From an optimization exercise on the open Yosys and OpenROAD flow, aimed at small area, a short achievable clock period and few clock cycles; shortcuts taken in it are not production practice. Only simulation tests tie the RTL to the original design; equivalence was not proved. Power figures rest on the tool's default switching activity, not on a simulated workload.

==> flow/design.v, too long to show whole: its modules and the start of the top module <==
// module rudp_codec: 1168 lines
module rudp_codec (
    input  wire        clk,
    input  wire        rst,
    input  wire [11:0] hb_addr,
    input  wire [31:0] hb_wdata,
    input  wire        hb_we,
    input  wire        hb_re,
    output reg  [31:0] hb_rdata,
    output wire        irq
);
  // ...
==> flow/run.sh <==
#!/bin/bash
# synth_recipe.tcl (not shown) runs the flow's synth.tcl, then flattens the netlist and writes it again
# the make line also repeats each setting of config.mk as NAME=value (left out here)
make -C /OpenROAD-flow-scripts/flow DESIGN_CONFIG=/design/flow/config.mk WORK_HOME=/design/flow/orfs CLKGATE_MAP_FILE= SYNTH_SCRIPT=/design/flow/synth_recipe.tcl finish
==> flow/config.mk <==
export PLATFORM = sky130hd
export DESIGN_NAME = rudp_codec
export DESIGN_NICKNAME = rudp_codec
export VERILOG_FILES = /design/flow/design.v
export SDC_FILE = /design/flow/constraint.sdc
export NUM_CORES = 4
export LEC_CHECK = 0
export CAP_MARGIN = 20
export CORE_MARGIN = 2
export CORE_UTILIZATION = 45
export CTS_BUF_LIST = sky130_fd_sc_hd__clkbuf_4 sky130_fd_sc_hd__clkbuf_8
export SETUP_SLACK_MARGIN = 3.5
export SLEW_MARGIN = 20
==> flow/constraint.sdc <==
create_clock -name core_clock -period 10.0 [get_ports {clk}]
set_input_delay 2.0000 -clock core_clock [delete_from_list [all_inputs] [get_ports {clk}]]
set_output_delay 2.0000 -clock core_clock [all_outputs]
set_load 0.01 [all_outputs]
==> impl_metrics.toml, run 1 <==
[cells_and_area]
multi_input_cells = 3881
regArea_sq_um = 27600
clk_share_pct = 5.84
fin_cells = 8147

[drt]
firstDrtPassIters = 7
dr.max_layer_used = "met5"

[pwr]
power.share.clock_pct = 46.8
combinationalPowerShare_pct = 6.6
p_seq_share_pct = 46.6

[setup_path]
critPathCaptureType = "output pin"
cp-startpoint = "fs_r[16]"
cp-start-kind = "flop"
arrival_ps = 5300
r2r_end = "fs_r[79]"
worst-path-stages = 16
required_ps = 8000
crit_fanout = 2
critical_path.endpoint = "hb_rdata[7]"

[hold_path]
hp-start = "dec_flag[7]"
hp-class = "flop to flop"

[global_routing]
grt_max_degree = 53
met1_usage_pct = 58.0
grt_use_total_pct = 46.3
grt_use_met3_pct = 16.7

[outcome]
status = "complete, no violations"

[clock_network]
clockBufferDepth = 3
path_clk_slew_ps = 60
cts_tree = "built"
cts_hold_buf = 0

[timing]
fin_skew_ps = 54.9
setup_slack_ps = 2700

[placement]
place_congestion = 1.10
dpl_cell_area_sq_um = 65300

[floorplanning]
coreArea_sq_um = 135000
ios = 81
die-area_sq_um = 139000

[synth]
synth_nets = 6093
yosysWarnings = 1
synthSimpleGateAreaFrac_pct = 14.2
Testbench counts, summed over its fixed seeds: cycles 11,553.
==> inputs of run 2 (changes only) <==
--- a/flow/config.mk
+++ b/flow/config.mk
@@ -10,4 +10,3 @@
 export CORE_UTILIZATION = 45
-export CTS_BUF_LIST = sky130_fd_sc_hd__clkbuf_4 sky130_fd_sc_hd__clkbuf_8
-export SETUP_SLACK_MARGIN = 3.5
+export SETUP_SLACK_MARGIN = 4
 export SLEW_MARGIN = 20
==> impl_metrics.toml, run 2 <==
[outcome]
status = "complete, no violations"

[cells_and_area]
layout_commonest_cell = "nand2_1"
syn2layout_area_growth_pct = 29.6
fin_cells = 8186
nets = 6718
final_util_pct = 58.7
largest_reg_flops = 512
reg_top3 = "g_cb.q (512), g_tx.q (480), fs_r (80)"
fill_cells = 11400
drive_gt1_share_pct = 32.5
mostFrequentLayoutCells = "nand2_1 (1363), dfxtp_1 (657), edfxtp_1 (480)"
regMostFlops = "g_cb.q"

[floorplanning]
die-height_microns = 373
ios = 81
start_util_pct = 45.3
dieWidth_microns = 373
die-area_sq_um = 139000
rows = 135
coreArea_sq_um = 135000

[hold_path]
hp-class = "flop to flop"
hp-start = "dec_flag[6]"

[clock_network]
clockRootBuffer = "clkbuf_16"
cts_tree = "built"
worstSkewPairLatency_ps = 800
htree_levels = 4
path_clk_slew_ps = 60
clockBufferDepth = 3
cts_buffers = 137
cts_hold_buf = 0
clock_sinks = 1140

[synth]
yosysTopAreaCell = "edfxtp_1"
yosysWarnings = 1
synthAdderAreaFrac_pct = 12.4
synth_top_area_share_pct = 23.5
synth.distinct_cells = 84
synth_seq_cells = 1140
synth-edff-count = 480
syn_area_per_cell_sq_um = 10.8
synth_area_sq_um = 61200
syn_inst = 5656
yosysSeqAreaShare_pct = 45.1
synth_compound_area_share_pct = 10.8
synth_area_leaders = "edfxtp_1 (24%), dfxtp_1 (22%), fa_1 (12%)"
synthMuxAreaShare_pct = 11.5
synth_nets = 6093
synth_xor_area_share_pct = 2.03
synthFlopType = "dfxtp_1"
synthSimpleGateAreaFrac_pct = 14.2
yosysMostFrequentCell = "nand2_1"
synthTopCellsByCount = "nand2_1 (1459), dfxtp_1 (660), edfxtp_1 (480)"
synthArstFlopShare_pct = 0
synth_top_family_by_area = "simple AND/OR/NAND/NOR gates"

[global_routing]
grt_pass1_vias = 50500
grt_pass1_wl_mm = 455
antenna_found_initial = 38
grt.overflow.total = 0
grt_use_total_pct = 49.3
grt_max_degree = 59

[setup_path]
worst-setup-path-type = "flop to output pin"
crit_fanout = 2
arrival_ps = 5030
required_ps = 8000
cp-startpoint = "fs_r[49]"
cp.buffers_inverters = 4
cpPeakStageDelay_ps = 580
crit_path_cell_trace = "fa_1 > inv_2 > fa_1 > fa_1 > fa_2 > inv_2 > fa_2 > xnor2_2 > xnor2_1 > xnor2_1 > xnor2_1 > xnor2_2 > xnor2_2 > buf_12 > a21o_1 > buf_2"
critPathCaptureType = "output pin"
critPathTopFamily = "adder cells"
cp_slowest_cell = "fa_1"
r2r_start = "cbuf_len[3]"
cp-start-kind = "flop"

[pwr]
peakVddDrop_mv = 0.141
power.share.clock_pct = 47.3
finalPower_mw = 10.7
p_int_mw = 7.98
p_seq_share_pct = 45.5
p_sw_share_pct = 25.5
p_per_area_nw_per_um2 = 135
p_sw_mw = 2.74
p_leak_nw = 30.8
combinationalPowerShare_pct = 7.2

[drt]
num_vias = 53800
routed_wl_mm = 348
drtIter0Drc = 9126
via_per_inst = 6.58
routedWlPerCell_microns = 42.6
drt.antenna.violating_nets = 0
firstDrtPassIters = 9
route.detailed.drc = 0

[timing]
rsz0062_at_grt = "yes"
fin_skew_ps = 34.0
final_max_slew_viol_count = 0
post-route-period-util_pct = 70.3
relSlewSlack_pct = 18.7
max_freq_mhz = 142
hold_viol_final = 0
tns_ps = 0
setup_viol_count_final = 0
worstMarginPinSlew_ps = 1220
min_period_ps = 7030

[placement]
dp_cells = 7472
place_congestion = 1.06
io_buffers = 77
hpwl_mm = 256

[run]
maxCapViolations = 0
## run 2: cell counts after synthesis
Identical to the previous run, type by type.
## run 2: what timing repair did
action | CTS | global route
gates resized for setup | 1126 | 227
pin swaps | 261 | 188
setup endpoints to repair | 112 | 112
gates cloned | 42 | 2
setup buffers | 307 | 100
## run 2: power by group through the flow
stage | registers (mW) | clock network [mW] | logic (mW)
final | 4.87 | 5.07 | 0.773
after detailed placement | 4.97 | 0 | 0.506
after CTS | 4.87 | 5.05 | 0.696
after global routing | 4.87 | 5.23 | 0.765
after global placement | 4.97 | 0 | 0.503
after floorplan | 4.97 | 0 | 0.264
## run 2: per-layer routing
layer	GRT usage [%]	up-vias	routed length, microns
met5	0	-	115
met4	38.4	12	34000
met3	17.1	1004	46800
met2	69.4	4414	143000
met1	62.0	27100	125000
li1	-	21300	-
## run 2: worst reg2reg max path, delay by kind of cell (launching register included)
| kind | cells | cell delay [ps] |
|---|---|---|
| AOI/OAI and AO/OA | 4 | 850 |
| adders and majority gates | 4 | 1810 |
| xor gates and xnor gates | 5 | 930 |
| DFF | 1 | 640 |
| and+or+nand+nor | 4 | 590 |
| buffers and inverters | 9 | 1340 |
## run 2: cell families (layout without fill, tap and decap cells)
group                    after synthesis  in the layout
AO/OA/AOI/OAI                        976            976
AND/OR/NAND/NOR                     2043           2046
other                                  0              9
adder cells (fa/ha/maj)              389            389
buffers and inverters                640           1375
XOR/XNOR                             126            126
multiplexers                         342            344
flip-flops                          1140           1140
## run 2: cell type report
cell class | count | area, sq um | share of cell area, %
Antenna cell | 9 | 22.5 | 0.0284
Clock buffer | 203 | 3870 | 4.88
Clock inverter | 51 | 587 | 0.739
Inverter | 348 | 1390 | 1.75
Multi-Input combinational cell | 3881 | 35100 | 44.2
Sequential cell | 1140 | 27600 | 34.8
Tap cell | 1781 | 2230 | 2.81
Timing Repair Buffer | 772 | 8530 | 10.7
Timing Repair inverter | 1 | 11.3 | 0.0142
## run 2: worst paths after layout
check / end / cells past startpoint / slack (ps)
worst max-delay path: hb_rdata[7] / 16 / 2970
worst min-delay path: dec_flag[6] / 2 / 460
worst min register to register: dec_flag[6] / 2 / 460
worst max register to register: fs_r[79] / 26 / 3720
## run 2: through the flow
stage	instance area (sq um)	worst slack, ps	hold WS, ps
finish	79400	2970	456
CTS	77800	2990	454
global route	79300	2900	473
global placement	65800	924	436
detailed placement	65800	941	446
floorplan	62100	2950	423

-- port drivers added, routing unchanged --
Ports are ideal in the flow. The routed layouts listed here were re-timed in OpenROAD. Step 1 (the two cells are an assumption about what drives the block):
set clk [get_ports {clk}]
set_driving_cell -lib_cell sky130_fd_sc_hd__clkbuf_16 $clk
set_driving_cell -lib_cell sky130_fd_sc_hd__buf_2 [delete_from_list [all_inputs] $clk]
Step 2, shift: input delay + t, output delay - t, t = (earliest + latest rising clock arrival at the registers) / 2. This alone moves slack from input paths to output paths. Slacks: ideal ports / drivers / drivers and shift; pairs: ideal ports / drivers.
| run | t (ns) | setup slack, ns | worst setup path at the end | worst register clock-pin slew, ns | worst data-port slew with drivers (ns) |
|---|---|---|---|---|---|
| run 1 | 1.056 | 2.702 / 2.616 / 1.939 | input to register | 0.08 / 0.08 | 0.44 |
| run 2 | 0.873 | 2.972 / 2.842 / 2.149 | input to register | 0.07 / 0.07 | 0.32 |
After both steps every run listed still meets setup and hold. The setup slack of run 2, which loses most, moves by -0.130 ns with the drivers and by -0.823 ns with both steps.
